What follows belongs to an exercise in optimizing a design on an open flow for small area, a short achievable clock period and few clock cycles per item; a production flow would make more cautious choices.
The RTL was checked by simulation tests, not by an equivalence proof against the original design.
Power figures rest on the tool's default switching activity, not on a simulated workload.

// rtp_h264_depkt32
module rtp_h264_depkt32 (
    input  wire        clk,
    input  wire        rst,
    input  wire        cfg_strict_f,
    input  wire        cfg_zero_byte,
    input  wire        in_valid,
    output wire        in_ready,
    input  wire [31:0] in_data,
    input  wire [2:0]  in_cnt,
    input  wire        in_last,
    output wire        out_valid,
    input  wire        out_ready,
    output wire [31:0] out_data,
    output wire [2:0]  out_cnt,
    output wire        res_valid,
    output wire [2:0]  res_cause,
    output wire [4:0]  res_flags
);
Size: ~3800 µm² of cells after synthesis.
Settings: LEC_CHECK=0, ABC_AREA=1, CAP_MARGIN=20, CORE_MARGIN=2, CORE_UTILIZATION=40, SETUP_SLACK_MARGIN=2.6, SLEW_MARGIN=20; clock period 7.0 ns.
standard.sh (not shown) runs the stock make flow with config.mk's settings and CLKGATE_MAP_FILE= SYNTH_SCRIPT=/design/flow/synth_recipe.tcl, a recipe that flattens the netlist after the stock synthesis.
==> flow/flow/run.sh <==
#!/bin/bash
# The standard layout (standard.sh) with two changes:
#  - ABC maps for area (map -a) in synthesis: ORFS's scripts are copied and
#    their abc_area.script replaced with flow/abc_area.script (ABC_AREA is
#    set in config.mk); synthesis is otherwise the standard flow's own, so the registers
#    and their names are the standard synthesis's;
#  - the port buffers are buf_2 cells instead of the default delay buffers.
# The make output goes to standard.log; each step's log is under orfs/logs.
set -euo pipefail
rm -rf scripts_abc
cp -r "$FLOW_HOME/scripts" scripts_abc
cp flow/abc_area.script scripts_abc/abc_area.script
export SCRIPTS_DIR="$PWD/scripts_abc"
export BUFFER_PORTS_ARGS="-buffer_cell sky130_fd_sc_hd__buf_2"
bash standard.sh > standard.log 2>&1
==> flow/flow/abc_area.script <==
strash
dc2
dch
map -a
topo
stime -c
buffer -c
upsize -c
dnsize -c
The first run finished with timing, DRC and antenna clean.
Testbench counts at the start, summed over its fixed seeds: cycles 48,649, in bytes 177,094.
Rerun with:
--- a/flow/flow/run.sh
+++ b/flow/flow/run.sh
@@ -5,5 +5,5 @@
 #    set in config.mk); synthesis is otherwise the standard flow's own, so the registers
 #    and their names are the standard synthesis's;
-#  - the port buffers are buf_2 cells instead of the default delay buffers.
+#  - the port buffers are buf_1 cells instead of the default delay buffers.
 # The make output goes to standard.log; each step's log is under orfs/logs.
 set -euo pipefail
@@ -12,4 +12,4 @@
 cp flow/abc_area.script scripts_abc/abc_area.script
 export SCRIPTS_DIR="$PWD/scripts_abc"
-export BUFFER_PORTS_ARGS="-buffer_cell sky130_fd_sc_hd__buf_2"
+export BUFFER_PORTS_ARGS="-buffer_cell sky130_fd_sc_hd__buf_1"
 bash standard.sh > standard.log 2>&1
==> flow/flow/abc_area.script (replaced) <==
strash
dch
map -a
topo
stime -c
buffer -c
upsize -c
dnsize -c
Settings changed: SETUP_SLACK_MARGIN 2.6 to 2.9.
Effect:
- die area rises by 4.3%
- critical path depth rises by 3
- non-clock buffer count rises by 7
- core utilization rises by 0.42 points
- count of clock-buffer cells in the layout is unchanged
- flip-flop and latch count does not change


== v6 ==
Another version of the RTL of rtp_h264_depkt32 (not shown whole).
For scale: roughly 670 cells after synthesis, about 36 flip-flops, about 88 I/O pins, ~5400 sq um of cells after synthesis.
## rtp_h264_depkt32
module rtp_h264_depkt32 (
    input  wire        clk,
    input  wire        rst,
    input  wire        cfg_strict_f,
    input  wire        cfg_zero_byte,
    input  wire        in_valid,
    output wire        in_ready,
    input  wire [31:0] in_data,
    input  wire [2:0]  in_cnt,
    input  wire        in_last,
    output wire        out_valid,
    input  wire        out_ready,
    output wire [31:0] out_data,
    output wire [2:0]  out_cnt,
    output wire        res_valid,
    output wire [2:0]  res_cause,
    output wire [4:0]  res_flags
);
clock: 7.0 ns
lec_check: 0
cap_margin: 20
core_margin: 2
core_utilization: 40
setup_slack_margin: 1.5
slew_margin: 20
run.sh (not shown) runs the stock make flow with config.mk's settings and CLKGATE_MAP_FILE= SYNTH_SCRIPT=/design/flow/synth_recipe.tcl, a recipe that flattens the netlist after the stock synthesis.
Stock flow here: none of the scripts above is used.
Both conditions hold for v6: the flow ran to the end and the final layout passed the timing, DRC and antenna checks.
Testbench counts of v6, summed over its fixed seeds: cycles 47,426, in bytes 177,094.
Changes in v7 relative to v6:
--- a/flow/config.mk
+++ b/flow/config.mk
@@ -9,4 +9,3 @@
 export CORE_MARGIN = 2
 export CORE_UTILIZATION = 40
-export SETUP_SLACK_MARGIN = 1.5
 export SLEW_MARGIN = 20
Results
v7 went all the way through the flow, and no timing, DRC or antenna check failed.
v7 vs v6: area added between synthesis and finish down
Between v6 and v7, share of total power in combinational logic is lower for v7, v6 comes in above that.
In the metrics for v6 and v7, the one carrying the higher number of cells upsized or downsized after cts is v6.
In the tables for v6 and v7, global-route usage reads lower with v7.
Final cell count was higher in v6 than in v7.
Final area in v7 vs v6: down about 9%
Worst setup slack after layout (v7 over v6): decrease, 1280 ps


## lagoon
rtp_h264_depkt32 with an RTL version that a note above also has.
Size in the first run: about 590 cells after synthesis, roughly 88 I/O pins.
export LEC_CHECK = 0
export ABC_AREA = 1
export CAP_MARGIN = 20
export CORE_MARGIN = 2
export CORE_UTILIZATION = 40
export SETUP_SLACK_MARGIN = 3.2
export SLEW_MARGIN = 20
create_clock -name core_clock -period 7.0 [get_ports {clk}]
standard.sh (not shown) runs the stock make flow with config.mk's settings and CLKGATE_MAP_FILE= SYNTH_SCRIPT=/design/flow/synth_recipe.tcl, a recipe that flattens the netlist after the stock synthesis.
==> flow/flow/run.sh <==
#!/bin/bash
# The standard layout (standard.sh) with two changes:
#  - ABC maps for area (map -a) in synthesis: ORFS's scripts are copied and
#    their abc_area.script replaced with flow/abc_area.script (ABC_AREA is
#    set in config.mk); synthesis is otherwise the standard flow's own, so the registers
#    and their names are the standard synthesis's;
#  - the port buffers are buf_2 cells instead of the default delay buffers.
# The make output goes to standard.log; each step's log is under orfs/logs.
set -euo pipefail
rm -rf scripts_abc
cp -r "$FLOW_HOME/scripts" scripts_abc
cp flow/abc_area.script scripts_abc/abc_area.script
export SCRIPTS_DIR="$PWD/scripts_abc"
export BUFFER_PORTS_ARGS="-buffer_cell sky130_fd_sc_hd__buf_2"
bash standard.sh > standard.log 2>&1
==> flow/flow/abc_area.script <==
strash
dch
map -a
topo
stime -c
buffer -c
upsize -c
dnsize -c
lagoon: full flow OK, the timing, DRC and antenna checks passed
Testbench counts of lagoon, summed over its fixed seeds: cycles 48,649, in bytes 177,094.
Modified inputs, indigo compared to lagoon
Settings: SETUP_SLACK_MARGIN changed from 3.2 to 2.
--- outcome ---
- indigo: no failed stages, no open violations at the end
- Final-layout clock-cell area share in indigo is 0.22 points higher than in lagoon
- Library cell contributing the largest single delay on the critical path = dfxtp_1: indigo; library cell contributing the largest single delay on the critical path = a31o_4: lagoon
- Summary: with lagoon as the reference, via count in indigo moved down by a few percent.
- lagoon → indigo: clock input transition at the sequential cells of the worst setup and hold paths shows no meaningful change, period utilization shows an increase of 3.2 points, clock network fraction of design power shows an increase of 2.1 points, net switching power of the design shows a reduction of 25 µW.
Input-level comparison between ember and indigo:
Settings: SETUP_SLACK_MARGIN now 3.0, was 2.
-- flow/flow/run.sh --
<<< indigo, line 1
#!/bin/bash
# The standard layout (standard.sh) with two changes:
#  - ABC maps for area (map -a) in synthesis: ORFS's scripts are copied and
#    their abc_area.script replaced with flow/abc_area.script (ABC_AREA is
#    set in config.mk); synthesis is otherwise the standard flow's own, so the registers
>>> ember, line 1
#!/bin/bash
# The standard layout (standard.sh) with two changes:
#  - ABC maps for area (dc2, dch, map -a) in synthesis: ORFS's scripts are copied and
#    their abc_area.script replaced with flow/abc_area.script (ABC_AREA is
#    set in config.mk); synthesis is otherwise the standard flow's own, so the registers
==> flow/flow/abc_area.script <==
strash
dc2
dch
map -a
topo
stime -c
buffer -c
upsize -c
dnsize -c
Going from indigo to ember, the fraction of the mapped netlist area in compound gates was found to have gone up by 2.0 points. ember vs indigo: post-placement worst setup slack down. A type of the worst setup path of in -> out is what ember shows, while reg -> out belongs to indigo. More vias were needed by ember than by indigo. Changes observed in ember relative to indigo: highest net fanout along the worst path went down; synthesized area divided by synthesized cell count went down. Against indigo, non-clock buffer instance count of the final layout in ember rose by a little under 10%. Measured against each other, indigo and ember differ in share of the cycle needed by the critical path after routing, the higher figure coming from indigo. Going from indigo to ember, the estimated wirelength of the detail-placed design was found to have gone down by about 2.6%. Going from indigo to ember, fraction of power consumed by sequential logic fell 13 points; global-route wire length before repair fell 1.9%.
The inputs of juniper differ from those of ember as listed below.
Settings: SETUP_SLACK_MARGIN changed from 3.0 to 2.9.
==> flow/run.sh (new file) <==
#!/bin/bash
# synth_recipe.tcl (not shown) runs the flow's synth.tcl, then flattens the netlist and writes it again
# the make line also repeats each setting of config.mk as NAME=value (left out here)
make -C /OpenROAD-flow-scripts/flow DESIGN_CONFIG=/design/flow/config.mk WORK_HOME=/design/flow/orfs CLKGATE_MAP_FILE= SYNTH_SCRIPT=/design/flow/synth_recipe.tcl finish
removed: flow/flow/run.sh
removed: flow/flow/abc_area.script
removed: flow/standard.sh
--- outcome ---
When juniper is set beside ember, its detailed-route vias per instance turns out to be 4.2% smaller.
Against ember as the reference, juniper delivers a higher wire length reported by the detailed router.
Between ember and juniper, the number of hold violations in the final report figures differ only marginally.
Proportion of cell area spent on the clock network came out lower on juniper than on ember.
juniper: relative slew slack higher than ember
In the reports for juniper and ember, the smaller met2 wire length belongs to ember.

-- separate check: timing with driven ports --
No port has a modelled driver above. Below, the same layouts with a new extraction and two added sets of constraints. Step 1, drivers: a clkbuf_16 drives clk and a buf_2 each remaining input, both assumed. Step 2 moves the port delays by t, midway between the first and last clock arrival at a register: inputs arrive t later, outputs are due t later. That takes back most of the time a late clock gives input paths. Three values: ideal ports, drivers, drivers and shift; two values: the first two.
run | t, ns | setup slack, ns | worst hold slack (ns) | clock arrival spread, ns | worst register clock-pin slew, ns
the first run of note 1 | 0.326 | 2.789 / 2.754 / 2.769 | 0.609 / 0.609 / 0.609 | 0.005 / 0.005 | 0.08 / 0.08
the second run of note 1 | 0.333 | 2.917 / 2.884 / 2.884 | 0.592 / 0.592 / 0.592 | 0.016 / 0.016 | 0.09 / 0.09
v6 | 0.335 | 1.523 / 1.510 / 1.189 | 0.636 / 0.636 / 0.636 | 0.009 / 0.008 | 0.06 / 0.06
v7 | 0.330 | 0.244 / 0.221 / 0.071 | 0.636 / 0.636 / 0.636 | 0.007 / 0.007 | 0.06 / 0.06
lagoon | 0.335 | 2.921 / 2.844 / 2.674 | 0.576 / 0.576 / 0.576 | 0.012 / 0.012 | 0.08 / 0.08
indigo | 0.329 | 2.700 / 2.662 / 2.738 | 0.582 / 0.582 / 0.582 | 0.008 / 0.008 | 0.08 / 0.08
ember | 0.332 | 2.958 / 2.918 / 2.918 | 0.607 / 0.607 / 0.607 | 0.004 / 0.003 | 0.08 / 0.08
juniper | 0.333 | 2.923 / 2.897 / 2.897 | 0.570 / 0.570 / 0.570 | 0.021 / 0.021 | 0.09 / 0.09
After both steps setup and hold are still met in every run listed. For v6, which loses most, drivers alone change the setup slack by -0.013 ns; drivers and shift together by -0.334 ns.
